What follows belongs to an exercise in optimizing a design on an open flow for small area, a short achievable clock period and few clock cycles; a production flow would make more cautious choices. Where RTL was checked, it was by simulation tests only, not by an equivalence proof against the original. Power and IR drop assume default switching activity.

## p1load_sync
module p1load_sync (
    input  wire        clk,
    input  wire        rst,
    input  wire        cmd_valid,
    output wire        cmd_ready,
    input  wire [71:0] cmd_data,
    output reg         rsp_valid,
    output wire [2:0]  rsp_status,
    output wire [31:0] rsp_data,
    output wire        trst_req,
    input  wire        trst_ack,
    output wire        tx_valid,
    input  wire        tx_ready,
    output wire [7:0]  tx_data,
    output wire        tx_last,
    output wire        rx_req,
    output wire [3:0]  rx_max,
    output wire [31:0] rx_timeout,
    input  wire        rx_valid,
    input  wire [7:0]  rx_data,
    input  wire        rx_last,
    input  wire        rx_empty,
    output reg         prog_valid,
    output reg  [2:0]  prog_phase,
    output wire [31:0] prog_offset,
    output wire [31:0] prog_total,
    output wire [12:0] img_addr,
    input  wire [31:0] img_data,
    input  wire [31:0] img_len
);
clock: 8.0 ns
lec_check: 0
cap_margin: 20
core_margin: 2
core_utilization: 40
setup_slack_margin: 4.0
slew_margin: 20
run.sh (not shown) runs the stock make flow with config.mk's settings and CLKGATE_MAP_FILE= SYNTH_SCRIPT=/design/flow/synth_recipe.tcl, a recipe that flattens the netlist after the stock synthesis.
The starting point produced a clean layout.
Testbench counts at the start, summed over its fixed seeds: cycles 50,294.
Edit:
- CORE_UTILIZATION: 40 -> 60
- SETUP_SLACK_MARGIN: 4.0 -> 4.5
Power goes up by 0.95%.
Clock power shrinks by 14%.
Worst hold slack stays flat.
Setup slack gets better by 0.29 ns.
Routed wire length came out higher by 3.0%.
Non-clock buffer count is higher by 86.

main:
p1load_sync, a different RTL version from the one above (not shown whole).
For scale: roughly 300 flip-flops, about 320 I/O pins, ~18000 sq um of cells after synthesis.
Settings: LEC_CHECK=0, CAP_MARGIN=20, CORE_MARGIN=2, CORE_UTILIZATION=45, CTS_BUF_LIST=sky130_fd_sc_hd__clkbuf_4, SETUP_SLACK_MARGIN=4.7, SLEW_MARGIN=20; clock period 8.0 ns.
main completed; timing, DRC and antenna clean
Input-level comparison between the feature branch and main:
Settings: SETUP_SLACK_MARGIN now 5.0, was 4.7; CTS_BUF_LIST no longer set, was sky130_fd_sc_hd__clkbuf_4.
[summary]
- The fraction of power consumed by combinational cells number comes out higher for the feature branch vs main.
- Looking at share of final-layout standard cells stronger than drive strength 1, the feature branch sits 5.8 points above main.
- Per the comparison of the feature branch with main, post-layout worst setup margin has increased; final critical-path required period now smaller.
- Clock buffer instance count of the final layout (the feature branch vs. main) decreases by more than half
- Destination of the critical timing path: prog_offset[10] -> main, prog_offset[2] -> the feature branch
No functional check of the RTL was part of any run of this note.

## the reference run
p1load_sync, a different RTL version from the one above (not shown whole).
Size in the first run: ~1700 cells after synthesis, about 310 flip-flops, about 320 I/O pins.
==> flow/config.mk <==
export PLATFORM = sky130hd
export DESIGN_NAME = p1load_sync
export DESIGN_NICKNAME = p1load_sync
export VERILOG_FILES = /design/flow/design.v
export SDC_FILE = /design/flow/constraint.sdc
export NUM_CORES = 4
export LEC_CHECK = 0
export CAP_MARGIN = 20
export CORE_MARGIN = 2
export CORE_UTILIZATION = 45
export SETUP_SLACK_MARGIN = 5.0
export SLEW_MARGIN = 20
==> flow/constraint.sdc <==
create_clock -name core_clock -period 8.0 [get_ports {clk}]
set_input_delay 1.6000 -clock core_clock [delete_from_list [all_inputs] [get_ports {clk}]]
set_output_delay 1.6000 -clock core_clock [all_outputs]
set_load 0.01 [all_outputs]
standard.sh (not shown) runs the stock make flow with config.mk's settings and CLKGATE_MAP_FILE= SYNTH_SCRIPT=/design/flow/synth_recipe.tcl, a recipe that flattens the netlist after the stock synthesis.
==> flow/flow/run.sh <==
#!/bin/bash
# The standard layout, with plain buf_1 cells as the port buffers
# (every input and output port still gets its own buffer).
set -euo pipefail
export BUFFER_PORTS_ARGS="-buffer_cell sky130_fd_sc_hd__buf_1"
bash standard.sh > orfs_flow.log 2>&1
No stage failed in the reference run, and the final checks on the layout all came back clean.
Testbench counts of the reference run, summed over its fixed seeds: cycles 50,294.
## Diff of input files: the trial run against the reference run
==> flow/flow/run.sh <==
#!/bin/bash
# The standard layout, with plain buf_2 cells as the port buffers
# (every input and output port still gets its own buffer).
set -euo pipefail
export BUFFER_PORTS_ARGS="-buffer_cell sky130_fd_sc_hd__buf_2"
bash standard.sh > orfs_flow.log 2>&1
Findings:
- From the reference run to the trial run, count of inverters not on the clock network in the layout did not move at all.
- Proportion of cell area occupied by multi-input gates in the trial run is 0.34 points below the reference run.
- | final cell area excluding filler cells | the trial run vs the reference run | ≈ equal |
- The trial run: maximum frequency 3.0 MHz above the reference run
- Comparing global-route usage for the reference run and the trial run, the smaller number came from the trial run.
- The trial run ends up with a first-pass GRT wire length that is 900 um lower than in the reference run.
- Comparing the reference run and the trial run, the higher sum of routed wire segments on met1 was measured on the trial run.
- The trial run against the reference run: logic depth of the worst path, buffers included went up 1; share of total power consumed by net switching up 0.18 points.
- Share of power burned in registers: the trial run > the reference run

alpha:
p1load_sync, a different RTL version from the one above (not shown whole).
Size in the first run: about 1800 cells after synthesis, about 310 flip-flops, roughly 320 I/O pins, about 0.017 mm^2 of cells after synthesis.
export LEC_CHECK = 0
export CAP_MARGIN = 20
export CORE_MARGIN = 2
export CORE_UTILIZATION = 45
export CTS_CLUSTER_DIAMETER = 90
export CTS_CLUSTER_SIZE = 24
export SETUP_SLACK_MARGIN = 5.0
export SLEW_MARGIN = 20
export TNS_END_PERCENT = 20
create_clock -name core_clock -period 8.0 [get_ports {clk}]
==> flow/flow/run.sh <==
#!/bin/bash
# The standard layout, with plain buf_1 cells as the port buffers
# (every input and output port still gets its own buffer).
set -euo pipefail
export BUFFER_PORTS_ARGS="-buffer_cell sky130_fd_sc_hd__buf_1"
bash standard.sh > orfs_flow.log 2>&1
Testbench counts of alpha, summed over its fixed seeds: cycles 50,294.
### alpha -> beta
- swapping 20 for 40 in TNS_END_PERCENT
- swapping 24 for 20 in CTS_CLUSTER_SIZE
- swapping 90 for 100 in CTS_CLUSTER_DIAMETER
==> comparison <==
- Worst setup slack for beta: 33 ps up relative to alpha
- In beta, the fmax came out about 1.1% above the value in alpha.
- Placer congestion estimate essentially unchanged between beta and alpha.
Inputs modified between beta and gamma:
- setting PLACE_DENSITY to 0.8 for the first time
- changing TNS_END_PERCENT from 40 to 5
Results
Going from beta to gamma, number of global-route vias before repair grew by 378, cell area power density shrank by 0.36%, overall routed net length grew by 0.31%, maximum clock frequency shrank by 3.0%, per-cell routed wire length grew by 1.3%. gamma vs. beta: layout overhead on the synthesized area now sits lower; fraction of standard cell area that is sequential now sits higher; number of nets still failing antenna checks after routing now sits at about the same level.

what the ideal ports hide:
Ports are ideal in the flow. The routed layouts listed here were re-timed in OpenROAD. Step 1, drivers: a clkbuf_16 drives clk and a buf_2 each remaining input, both assumed. Step 2 times the ports against the registers' clock, not the clock port: input delays grow and output delays shrink by t, the midpoint of the rising clock arrivals with the driver on. Three values: ideal ports, drivers, drivers and shift; two values: the first two.
run	t (ns)	setup slack, ns	worst setup path after step 2	pins driven straight from the clock port
the first run of note 1	0.613	4.060 / 4.006 / 3.499	input to register	1
the second run of note 1	0.577	4.347 / 4.300 / 3.765	input to register	1
main	0.828	4.583 / 4.532 / 3.889	input to register	1
the feature branch	0.619	4.765 / 4.709 / 4.350	input to register	1
the reference run	0.615	4.888 / 4.832 / 4.478	input to register	1
the trial run	0.589	4.917 / 4.860 / 4.474	input to register	1
alpha	0.595	4.887 / 4.827 / 4.401	input to register	1
beta	0.604	4.920 / 4.859 / 4.390	input to register	1
gamma	0.581	4.824 / 4.782 / 4.249	input to register	1
After both steps setup and hold are still met in every run listed. For main, which loses most, drivers alone change the setup slack by -0.051 ns; drivers and shift together by -0.694 ns.
